Background: an optimization exercise with open tools, aiming at small area. Do not read the settings as production practice.
The RTL was checked by simulation tests, not by an equivalence proof against the original design.
No activity file was given, so power comes from the tool's default toggle rates.

==> flow/design.v, too long to show whole: its modules and the start of the top module <==
// module ssd1675a_ctrl: 1784 lines
module ssd1675a_ctrl(clk, rst, cmd_valid, cmd_ready, cmd_opc, cmd_code, cmd_has_payload, cmd_len, cmd_x0, cmd_x1, cmd_y0, cmd_y1, dat_valid, dat_ready, dat_byte, done, status, seq_ready, spi_sclk, spi_mosi, spi_cs_n
, spi_dc, panel_rst_n, panel_busy);
  // ...
==> flow/flow/run.sh <==
#!/bin/bash
# The standard layout (standard.sh, unchanged synthesis), with the smallest buffer,
# sky130_fd_sc_hd__buf_1, as the buffer that every input and output port gets.
set -euo pipefail
export BUFFER_PORTS_ARGS="-buffer_cell sky130_fd_sc_hd__buf_1"
bash standard.sh > standard_flow.log 2>&1
==> flow/standard.sh <==
#!/bin/bash
# synth_recipe.tcl (not shown) runs the flow's synth.tcl, then flattens the netlist and writes it again
# the make line also repeats each setting of config.mk as NAME=value (left out here)
make -C /OpenROAD-flow-scripts/flow DESIGN_CONFIG=/design/flow/config.mk WORK_HOME=/design/flow/orfs CLKGATE_MAP_FILE= SYNTH_SCRIPT=/design/flow/synth_recipe.tcl "${@:-finish}"
==> flow/config.mk <==
export PLATFORM = sky130hd
export DESIGN_NAME = ssd1675a_ctrl
export DESIGN_NICKNAME = ssd1675a_ctrl
export VERILOG_FILES = /design/flow/design.v
export SDC_FILE = /design/flow/constraint.sdc
export NUM_CORES = 4
export LEC_CHECK = 0
export ABC_AREA = 1
export CAP_MARGIN = 20
export CORE_MARGIN = 2
export CORE_UTILIZATION = 40
export PLACE_DENSITY = 0.6
export SLEW_MARGIN = 20
==> flow/constraint.sdc <==
create_clock -name core_clock -period 10.0 [get_ports {clk}]
set_input_delay 2.0000 -clock core_clock [delete_from_list [all_inputs] [get_ports {clk}]]
set_output_delay 2.0000 -clock core_clock [all_outputs]
set_load 0.01 [all_outputs]
==> flow_summary.yaml, run 1 <==
critical_path:
  crit-reg2reg-launch: "R[0]"
  crit_type: "reg2out"
  cp-end-kind: "output port"
  slowest_delay_ps: 730
final_layout:
  seq_share_pct: 26.9
  multi_input_area_mm2: 0.00287
  clkCellAreaFrac_pct: 2.73
  fin_util_pct: 46.4
  nets: 942
  fillers: 1285
synthesis:
  avgSynthCellArea_um2: 6.66
  synth-edff-count: 45
  synth_nets: 842
  yosysTopAreaCell: "edfxtp_1"
  synth_fa_ha_area_share_pct: 5.40
  synth-simple-area-share_pct: 36.4
  ys_warn_count: 1
  ys_types: 48
  muxShareOfSynthArea_pct: 0
global_route:
  grtUsageMet1_pct: 37.1
  grt_max_degree: 19
outcome:
  status: "timing/DRC/antenna clean"
hold_path:
  hold_depth: 2
power_and_ir_drop:
  p_int_mw: 0.866
sta:
  relSlewSlack_pct: 30.4
  fin_crit_sh_pct: 46.3
  fin_ws_ps: 5370
clock_network:
  path_clk_slew_ps: 80
  cts_buffers: 5
die:
  start_util_pct: 40.7
  io-pin-count: 102
routing:
  drc: 0
==> run 2: changes to the inputs <==
==> flow/flow/run.sh (replaced) <==
#!/bin/bash
# The standard layout (standard.sh) with two changes to how it is made:
#  - synthesis maps the logic with flow/abc_area.script (an area-oriented ABC
#    mapping, selected by ABC_AREA=1 in config.mk) from a private copy of the ORFS
#    scripts folder; everything else in that folder is ORFS's own, unchanged;
#  - every input and output port gets sky130_fd_sc_hd__buf_1 as its buffer.
set -euo pipefail
rm -rf scripts_local
cp -r "$FLOW_HOME/scripts" scripts_local
cp flow/abc_area.script scripts_local/abc_area.script
export SCRIPTS_DIR="$PWD/scripts_local"
export BUFFER_PORTS_ARGS="-buffer_cell sky130_fd_sc_hd__buf_1"
bash standard.sh > standard_flow.log 2>&1
==> flow/flow/abc_area.script (new file) <==
strash
dch -f
amap -F 1000
topo
--- a/flow/config.mk
+++ b/flow/config.mk
@@ -11,2 +11,5 @@
 export CORE_UTILIZATION = 40
+export CTS_BUF_LIST = sky130_fd_sc_hd__clkbuf_8
+export CTS_CLUSTER_DIAMETER = 100
+export CTS_CLUSTER_SIZE = 30
 export PLACE_DENSITY = 0.6
==> flow_summary.yaml, run 2 <==
outcome:
  status: "timing/DRC/antenna clean"
synthesis:
  async_flop_share_pct: 0
  synth_top_area_share_pct: 32.1
  synthFlopType: "edfxtp_1"
  avgSynthCellArea_um2: 7.96
  ys_warn_count: 1
  synth-seq-area-share_pct: 35.5
  synth-seq-cells: 52
  synth-edff-count: 45
  yosysTopAreaCell: "edfxtp_1"
  synthesis.area_mm2: 0.00421
  synth_cells: 528
  synth_nets: 639
  ys_types: 47
  synth.most_common_cell: "clkinv_1"
  synth_commonest_cells: "clkinv_1, nor2_1, o21ai_0"
  synth.area.top_cells: "edfxtp_1, clkinv_1, nor2_1, o21ai_0, ha_1"
final_layout:
  mostFrequentLayoutCells: "buf_1, clkinv_1, nor2_1"
  largest_reg_flops: 26
  final_cell_area_mm2: 0.00495
  syn_to_final_growth_pct: 17.7
  fillers: 1094
  nets: 754
  layout_commonest_cell: "buf_1"
  fin_util_pct: 48.2
  diodes: 0
  drive_gt1_share_pct: 2.48
critical_path:
  crit_type: "reg2reg"
  cp-end-kind: "flip-flop"
  rr_worst_depth: 21
  cp.arrival_ps: 5970
  path_cells: "clkinv_1 > nor2_1 > clkinv_1 > nor2_1 > clkinv_1 > nor2_1 > nor2_1 > o21ai_0 > o21ai_0 > o21a_1 > nor3_1 > nor2_1 > a31oi_1 > o21ai_0 > nor3_1 > nor2_1 > o21ai_0 > a22oi_1 > o21ai_0 > clkinv_1 > o221ai_1"
  cp_slowest_cell: "edfxtp_1"
  required_ps: 10140
  worstPathMaxFanout: 13
  regToRegEndpoint: "pa_reg[5]"
  slowest_delay_ps: 600
  r2r_slack_ps: 4160
  crit-reg2reg-launch: "status[2]"
  critPathLaunchType: "flip-flop"
  cp_common_cell: "nor2_1"
sta:
  setup_viol: 0
  post-route-min-period_ps: 5840
  clock_skew_ps: 15.2
  max_freq_ghz: 0.171
  slew_violations: 0
  grt_setup_unrepaired: "no"
  fin_ws_ps: 4160
  relSlewSlack_pct: 40.3
  hold_violations: 0
  finalHoldWorstSlack_ps: 532
  fin_setup_tns_ps: 0
  tightest_slew_ps: 873
  fin_crit_sh_pct: 58.4
placement:
  portBuffers: 101
  dpl_cell_area_mm2: 0.00481
  preCtsSetupSlack_ps: 4450
  gp_congestion: 1.04
  dp_hpwl_um: 14200
die:
  io-pin-count: 102
  die_x_um: 107
  die_h_um: 107
  row_count: 37
  dieArea_mm2: 0.0113
  start_util_pct: 40.9
  core_mm2: 0.0103
routing:
  drc: 0
  wl_per_cell_um: 22.8
  drt_iter0_drc: 470
  dr.pass1.iters: 5
  via_per_inst: 6.46
  postRouteAntennaNets: 0
  wirelength_um: 17800
  num_vias: 5042
run:
  cap_violations: 0
clock_network:
  cts_sinks: 52
  cts_hold_buf: 0
  root_buffer: "clkbuf_8"
  cts_tree: "done"
  path_clk_slew_ps: 110
  clock_latency_ps: 320
  cts_buffers: 5
  cts_resized: 0
  postCtsSetupRepairBufs: 0
  clk_path_buf_depth: 2
  htreeDepth: 2
global_route:
  grt_pass1_wl_um: 27300
  grt_max_degree: 18
  grt.overflow.total: 0
  antenna_found_initial: 0
  grt.total_usage_pct: 31.6
  grt_pass1_vias: 4853
power_and_ir_drop:
  p_leak_nw: 1.59
  peakVddDrop_uv: 122
  p_per_area_mw_per_mm2: 363
hold_path:
  worst_hold_path.endpoint: "panel_rst_n"
  min_path_type: "reg2reg"
  hold_depth: 2
  hold_start: "panel_rst_n"
-- run 2: area by class of cell --
class	instances	area (um^2)	area share (%)
inverters	89	334	6.75
clock inverters	3	68.8	1.39
clock buffers	5	68.8	1.39
multi-input cells	387	2390	48.2
repair buffers	108	432	8.72
flip-flops and latches	52	1490	30.1
well taps	136	170	3.44
-- run 2: per-layer routing --
metal	global-route usage, %	up-vias	part of all wire (%)
met5	0	-	0
met1	38.9	2327	39
met3	4.05	81	8.3
li1	-	2263	-
met4	13.8	0	4.8
met2	55.3	371	48
-- run 2: logic make-up after synthesis --
kind of cell    after synthesis  share of synthesized area (%)
compound gates              189                           31.4
fa+ha+maj                    21                           6.25
buf+inv                      89                           7.94
flops                        52                           35.5
simple gates                177                           19.0
-- run 2: stage by stage --
stage / power, mW / std cells
4_1_cts: 1.76 / 780
3_5_place_dp: 1.58 / 772
5_1_grt: 1.91 / 780
3_3_place_gp: 1.59 / 772
6_report: 1.80 / 780
2_1_floorplan: 1.17 / 528
-- run 2: how the worst max path moves through the flow --
stage,to,from,depth (start not counted),slack (ps)
3_3_place_gp,pa_reg[5],status[2],21,4680
5_1_grt,pa_reg[5],status[2],21,3480
2_1_floorplan,R[0],status[2],19,5000
6_report,pa_reg[5],status[2],21,4160
3_5_place_dp,pa_reg[5],status[2],21,4450
4_1_cts,pa_reg[5],status[2],21,4420
-- run 2: critical path, delay by kind of cell, from the launching register on --
family	cells	cell delay [ps]
simple gates	8	1950
flops	1	600
buf+inv	4	890
compound gates	9	2210
-- run 2: where the power goes --
group / internal, mW / switching, mW
combinational: 0.328 / 0.775
clock: 0.101 / 0.0775
sequential: 0.416 / 0.101
==> run 3: changes to the inputs <==
--- a/flow/config.mk
+++ b/flow/config.mk
@@ -11,5 +11,2 @@
 export CORE_UTILIZATION = 40
-export CTS_BUF_LIST = sky130_fd_sc_hd__clkbuf_8
-export CTS_CLUSTER_DIAMETER = 100
-export CTS_CLUSTER_SIZE = 30
 export PLACE_DENSITY = 0.6
==> flow_summary.yaml, run 3 <==
global_route:
  grt_pass1_wl_um: 27300
  grt_pass1_vias: 4852
  grt.overflow.total: 0
  antenna_found_initial: 0
  grt_max_degree: 18
  grt.total_usage_pct: 31.5
critical_path:
  worstPathMaxFanout: 13
  path_cells: "clkinv_1 > nor2_1 > clkinv_1 > nor2_1 > clkinv_1 > nor2_1 > nor2_1 > o21ai_0 > o21ai_0 > o21a_1 > nor3_1 > nor2_1 > a31oi_1 > o21ai_0 > nor3_1 > nor2_1 > o21ai_0 > a22oi_1 > o21ai_0 > clkinv_1 > o221ai_1"
  cp_common_cell: "nor2_1"
  required_ps: 10130
  slowest_delay_ps: 590
  cp_slowest_cell: "edfxtp_1"
  cp-end-kind: "flip-flop"
  crit_type: "reg2reg"
  critPathLaunchType: "flip-flop"
  cp.arrival_ps: 5920
die:
  start_util_pct: 40.9
  dieArea_mm2: 0.0113
  io-pin-count: 102
  die_x_um: 107
  row_count: 37
  core_mm2: 0.0103
  die_h_um: 107
synthesis:
  synth.area.top_cells: "edfxtp_1, clkinv_1, nor2_1, o21ai_0, ha_1"
  yosysTopAreaCell: "edfxtp_1"
  synthesis.area_mm2: 0.00421
  synth.most_common_cell: "clkinv_1"
  synth-seq-area-share_pct: 35.5
  ys_types: 47
  synth_commonest_cells: "clkinv_1, nor2_1, o21ai_0"
  ys_warn_count: 1
  synthFlopType: "edfxtp_1"
  synth-seq-cells: 52
  synth-edff-count: 45
  synth_nets: 639
  synth_top_area_share_pct: 32.1
  avgSynthCellArea_um2: 7.96
  async_flop_share_pct: 0
  synth_cells: 528
routing:
  drc: 0
  wirelength_um: 17600
  wl_per_cell_um: 22.6
  drt_iter0_drc: 493
  postRouteAntennaNets: 0
  via_per_inst: 6.37
  num_vias: 4965
  dr.pass1.iters: 6
clock_network:
  clock_latency_ps: 320
  postCtsSetupRepairBufs: 0
  cts_sinks: 52
  htreeDepth: 2
  cts_resized: 0
  cts_buffers: 5
  cts_tree: "done"
  root_buffer: "clkbuf_8"
  path_clk_slew_ps: 110
  cts_hold_buf: 0
  clk_path_buf_depth: 2
hold_path:
  min_path_type: "reg2reg"
sta:
  post-route-min-period_ps: 5790
  fin_setup_tns_ps: 0
  grt_setup_unrepaired: "no"
  max_freq_ghz: 0.173
  relSlewSlack_pct: 34.7
  fin_crit_sh_pct: 57.9
  slew_violations: 0
  hold_violations: 0
  tightest_slew_ps: 955
  setup_viol: 0
  clock_skew_ps: 17.1
power_and_ir_drop:
  p_per_area_mw_per_mm2: 360
  p_leak_nw: 1.59
  power_mw: 1.78
  peakVddDrop_uv: 121
run:
  cap_violations: 0
final_layout:
  mostFrequentLayoutCells: "buf_1, clkinv_1, nor2_1"
  nets: 754
  drive_gt1_share_pct: 2.48
  largest_reg_flops: 26
  diodes: 0
  syn_to_final_growth_pct: 17.5
  layout_commonest_cell: "buf_1"
placement:
  gp_congestion: 1.04
  portBuffers: 101
  dp_hpwl_um: 14200
outcome:
  status: "timing/DRC/antenna clean"
## run 3: cell counts after synthesis
No cell type changed its count.
## run 3: layer usage
layer,routed length (um),global-route usage (%)
met5,0,0
met3,1290,3.49
met4,790,13.6
met2,8480,55.4
met1,7090,38.9
## run 3: path summary, 6_finish.rpt
| check | startpoint | to | slack, ps | depth (start not counted) |
|---|---|---|---|---|
| setup / recovery | status[2] | pa_reg[5] | 4210 | 21 |
| setup reg to reg | status[2] | pa_reg[5] | 4210 | 21 |
| hold / removal | panel_rst_n | panel_rst_n | 530 | 2 |
| hold reg to reg | panel_rst_n | panel_rst_n | 530 | 2 |
## run 3: stage by stage
stage / setup WS (ps) / area [um^2] / util, % / hold WS [ps] / cells
6_report: 4210 / 4940 / 48.1 / 530 / 780
3_3_place_gp: 4680 / 4810 / 46.8 / 504 / 772
4_1_cts: 4420 / 4940 / 48.1 / 531 / 780
3_5_place_dp: 4450 / 4810 / 46.8 / 514 / 772
2_1_floorplan: 5000 / 4210 / - / 494 / 528
5_1_grt: 3480 / 4940 / 48.1 / 552 / 780
## run 3: area by class of cell
cell class,count,area (um^2)
timing repair buffer,108,432
clock buffer,7,119
clock inverter,1,8.76
multi-input combinational,387,2390
inverter,89,334
fill,1098,5340
tap,136,170
sequential,52,1490
## run 3: report_power, final
part / total, mW / internal (mW) / switching, mW
combinational: 1.10 / 0.328 / 0.772
clock: 0.159 / 0.0808 / 0.0784
sequential: 0.518 / 0.416 / 0.102
total: 1.78 / 0.826 / 0.952
## run 3: worst max-delay path, delay by kind of cell, from the launching register on
| kind | cells | cell delay [ps] |
|---|---|---|
| flip-flops | 1 | 590 |
| buffers and inverters | 4 | 900 |
| AND/OR/NAND/NOR | 8 | 1970 |
| AO/OA/AOI/OAI | 9 | 2180 |
## run 3: kinds of logic (layout without fill, tap and decap cells)
logic type | after synthesis | count (layout) | share of synthesized area, %
DFF | 52 | 52 | 35.5
adders and majority gates | 21 | 21 | 6.25
AOI/OAI and AO/OA | 189 | 189 | 31.4
buffers and inverters | 89 | 205 | 7.94
and+or+nand+nor | 177 | 177 | 19.0
==> run 4: changes to the inputs <==
--- a/flow/config.mk
+++ b/flow/config.mk
@@ -11,2 +11,5 @@
 export CORE_UTILIZATION = 40
+export CTS_BUF_LIST = sky130_fd_sc_hd__clkbuf_16
+export CTS_CLUSTER_DIAMETER = 300
+export CTS_CLUSTER_SIZE = 60
 export PLACE_DENSITY = 0.6
==> flow_summary.yaml, run 4 <==
placement:
  dpl_cell_area_mm2: 0.00481
  preCtsSetupSlack_ps: 4450
  portBuffers: 101
  gp_congestion: 1.04
  dp_hpwl_um: 14200
  dp.cells: 772
synthesis:
  synth-seq-area-share_pct: 35.5
  synth.area.top_cells: "edfxtp_1, clkinv_1, nor2_1, o21ai_0, ha_1"
  synth_top_area_share_pct: 32.1
  avgSynthCellArea_um2: 7.96
  synth_nets: 639
  yosysTopAreaCell: "edfxtp_1"
  synthesis.area_mm2: 0.00421
  synthFlopType: "edfxtp_1"
  async_flop_share_pct: 0
  synth_commonest_cells: "clkinv_1, nor2_1, o21ai_0"
  synth.most_common_cell: "clkinv_1"
  ys_warn_count: 1
  synth-seq-cells: 52
  synth_cells: 528
  synth-edff-count: 45
  ys_types: 47
final_layout:
  syn_to_final_growth_pct: 18.8
  layout_commonest_cell: "buf_1"
  nets: 754
  mostFrequentLayoutCells: "buf_1, clkinv_1, nor2_1"
  final_cell_area_mm2: 0.00500
  diodes: 0
  largest_reg_flops: 26
  final_cells: 780
  drive_gt1_share_pct: 2.48
routing:
  postRouteAntennaNets: 0
  num_vias: 4976
  wl_per_cell_um: 22.7
  via_per_inst: 6.38
  wirelength_um: 17700
  drc: 0
  dr.pass1.iters: 5
  drt_iter0_drc: 454
sta:
  relSlewSlack_pct: 44.2
  clock_skew_ps: 13.8
  finalHoldWorstSlack_ps: 525
  max_freq_ghz: 0.170
  grt_setup_unrepaired: "no"
  setup_viol: 0
  fin_setup_tns_ps: 0
  fin_crit_sh_pct: 58.9
  slew_violations: 0
  tightest_slew_ps: 833
  post-route-min-period_ps: 5890
  hold_violations: 0
  fin_ws_ps: 4110
global_route:
  grt.total_usage_pct: 31.6
  grt.overflow.total: 0
  grt_pass1_vias: 4847
  antenna_found_initial: 0
  grt_pass1_wl_um: 27300
  grt_max_degree: 18
die:
  row_count: 37
  die_x_um: 107
  start_util_pct: 40.9
  die_h_um: 107
  dieArea_mm2: 0.0113
  io-pin-count: 102
  core_mm2: 0.0103
hold_path:
  min_path_type: "reg2reg"
  hold_depth: 2
clock_network:
  htreeDepth: 2
  path_clk_slew_ps: 80
  cts_sinks: 52
  cts_hold_buf: 0
  clock_latency_ps: 300
  root_buffer: "clkbuf_16"
  clk_path_buf_depth: 2
  postCtsSetupRepairBufs: 0
  cts_resized: 0
  cts_tree: "done"
  cts_buffers: 5
critical_path:
  required_ps: 10110
  path_delay_family: "compound AO/OA/AOI/OAI gates"
  cp_slowest_cell: "o21ai_0"
  cp_common_cell: "nor2_1"
  worstPathMaxFanout: 13
  critPathLaunchType: "flip-flop"
  cp-end-kind: "flip-flop"
  crit_type: "reg2reg"
  path_cells: "clkinv_1 > nor2_1 > clkinv_1 > nor2_1 > clkinv_1 > nor2_1 > nor2_1 > o21ai_0 > o21ai_0 > o21a_1 > nor3_1 > nor2_1 > a31oi_1 > o21ai_0 > nor3_1 > nor2_1 > o21ai_0 > a22oi_1 > o21ai_0 > clkinv_1 > o221ai_1"
  slowest_delay_ps: 600
  path_buf_inv: 4
  cp.arrival_ps: 6000
  cp_num_cells: 21
  rr_worst_depth: 21
outcome:
  status: "timing/DRC/antenna clean"
power_and_ir_drop:
  peakVddDrop_uv: 122
  p_per_area_mw_per_mm2: 365
  p_leak_nw: 1.62
run:
  cap_violations: 0
[run 4: cell type report]
type	instances	area [um^2]
inverter	89	334
sequential	52	1490
tap	136	170
clock inverter	1	8.76
timing repair buffer	108	432
multi-input combinational	387	2390
fill	1091	5280
clock buffer	7	175
[run 4: final timing paths]
path                from          end  slack, ps
max            status[2]    pa_reg[5]       4110
min          panel_rst_n  panel_rst_n        530
max reg2reg    status[2]    pa_reg[5]       4110
min reg2reg  panel_rst_n  panel_rst_n        530
[run 4: kinds of logic (layout without fill, tap and decap cells)]
| logic type | Yosys count | count (layout) | synth area share, % |
|---|---|---|---|
| flip-flops | 52 | 52 | 35.5 |
| buffers and inverters | 89 | 205 | 7.94 |
| adder cells (fa/ha/maj) | 21 | 21 | 6.25 |
| AO/OA/AOI/OAI | 189 | 189 | 31.4 |
| AND/OR/NAND/NOR | 177 | 177 | 19.0 |
[run 4: where the power goes]
group          total (mW)  internal [mW]  leakage, nW  switching [mW]
Clock               0.209          0.124       0.0908          0.0841
Sequential          0.517          0.417        0.501           0.100
Combinational        1.10          0.328         1.03           0.771
Total                1.83          0.870         1.62           0.956
[run 4: worst min-delay path: cells and delay by family, from the launching register on]
family / cells / cell delay, ps
DFF: 1 / 320
buffers and inverters: 1 / 40
AOI/OAI and AO/OA: 1 / 110
[run 4: through the flow]
stage                     util [%]  power (mW)
final                         48.6        1.83
after global placement        46.8        1.59
after global routing          48.6        1.94
after CTS                     48.6        1.79
after detailed placement      46.8        1.58
after floorplan                  -        1.17
[run 4: layer usage]
metal  vias to the layer above  global-route usage [%]  part of all wire (%)
met1                      2287                    39.3                    39
li1                       2267                       -                     -
met4                         0                    13.7                   4.5
met5                         -                       0                     0
met2                       353                    55.2                    48
met3                        69                    3.37                   8.8

==> separate check: timing with driven ports <==
How much do the figures lean on ideal ports? The routed layouts below were timed once more, with nothing changed but the port constraints.
Step 1, drivers: a clkbuf_16 drives clk and a buf_2 each remaining input, both assumed.
Step 2 adds t to the input delays and takes it off the output delays; t is the mean of the earliest and latest rising clock arrival at the registers after step 1. Input paths then give back, and output paths get back, about the clock's delay inside the block.
Three values: no drivers, after step 1, after step 2; two values: the first two.
run	t (ns)	setup slack, ns	worst register clock-pin slew, ns	pins driven straight from the clock port
run 1	0.350	5.373 / 5.333 / 5.413	0.08 / 0.08	1
run 2	0.346	4.162 / 4.162 / 4.162	0.11 / 0.11	1
run 3	0.347	4.210 / 4.210 / 4.210	0.11 / 0.11	1
run 4	0.330	4.109 / 4.109 / 4.109	0.08 / 0.08	1
After both steps every run listed still meets setup and hold.
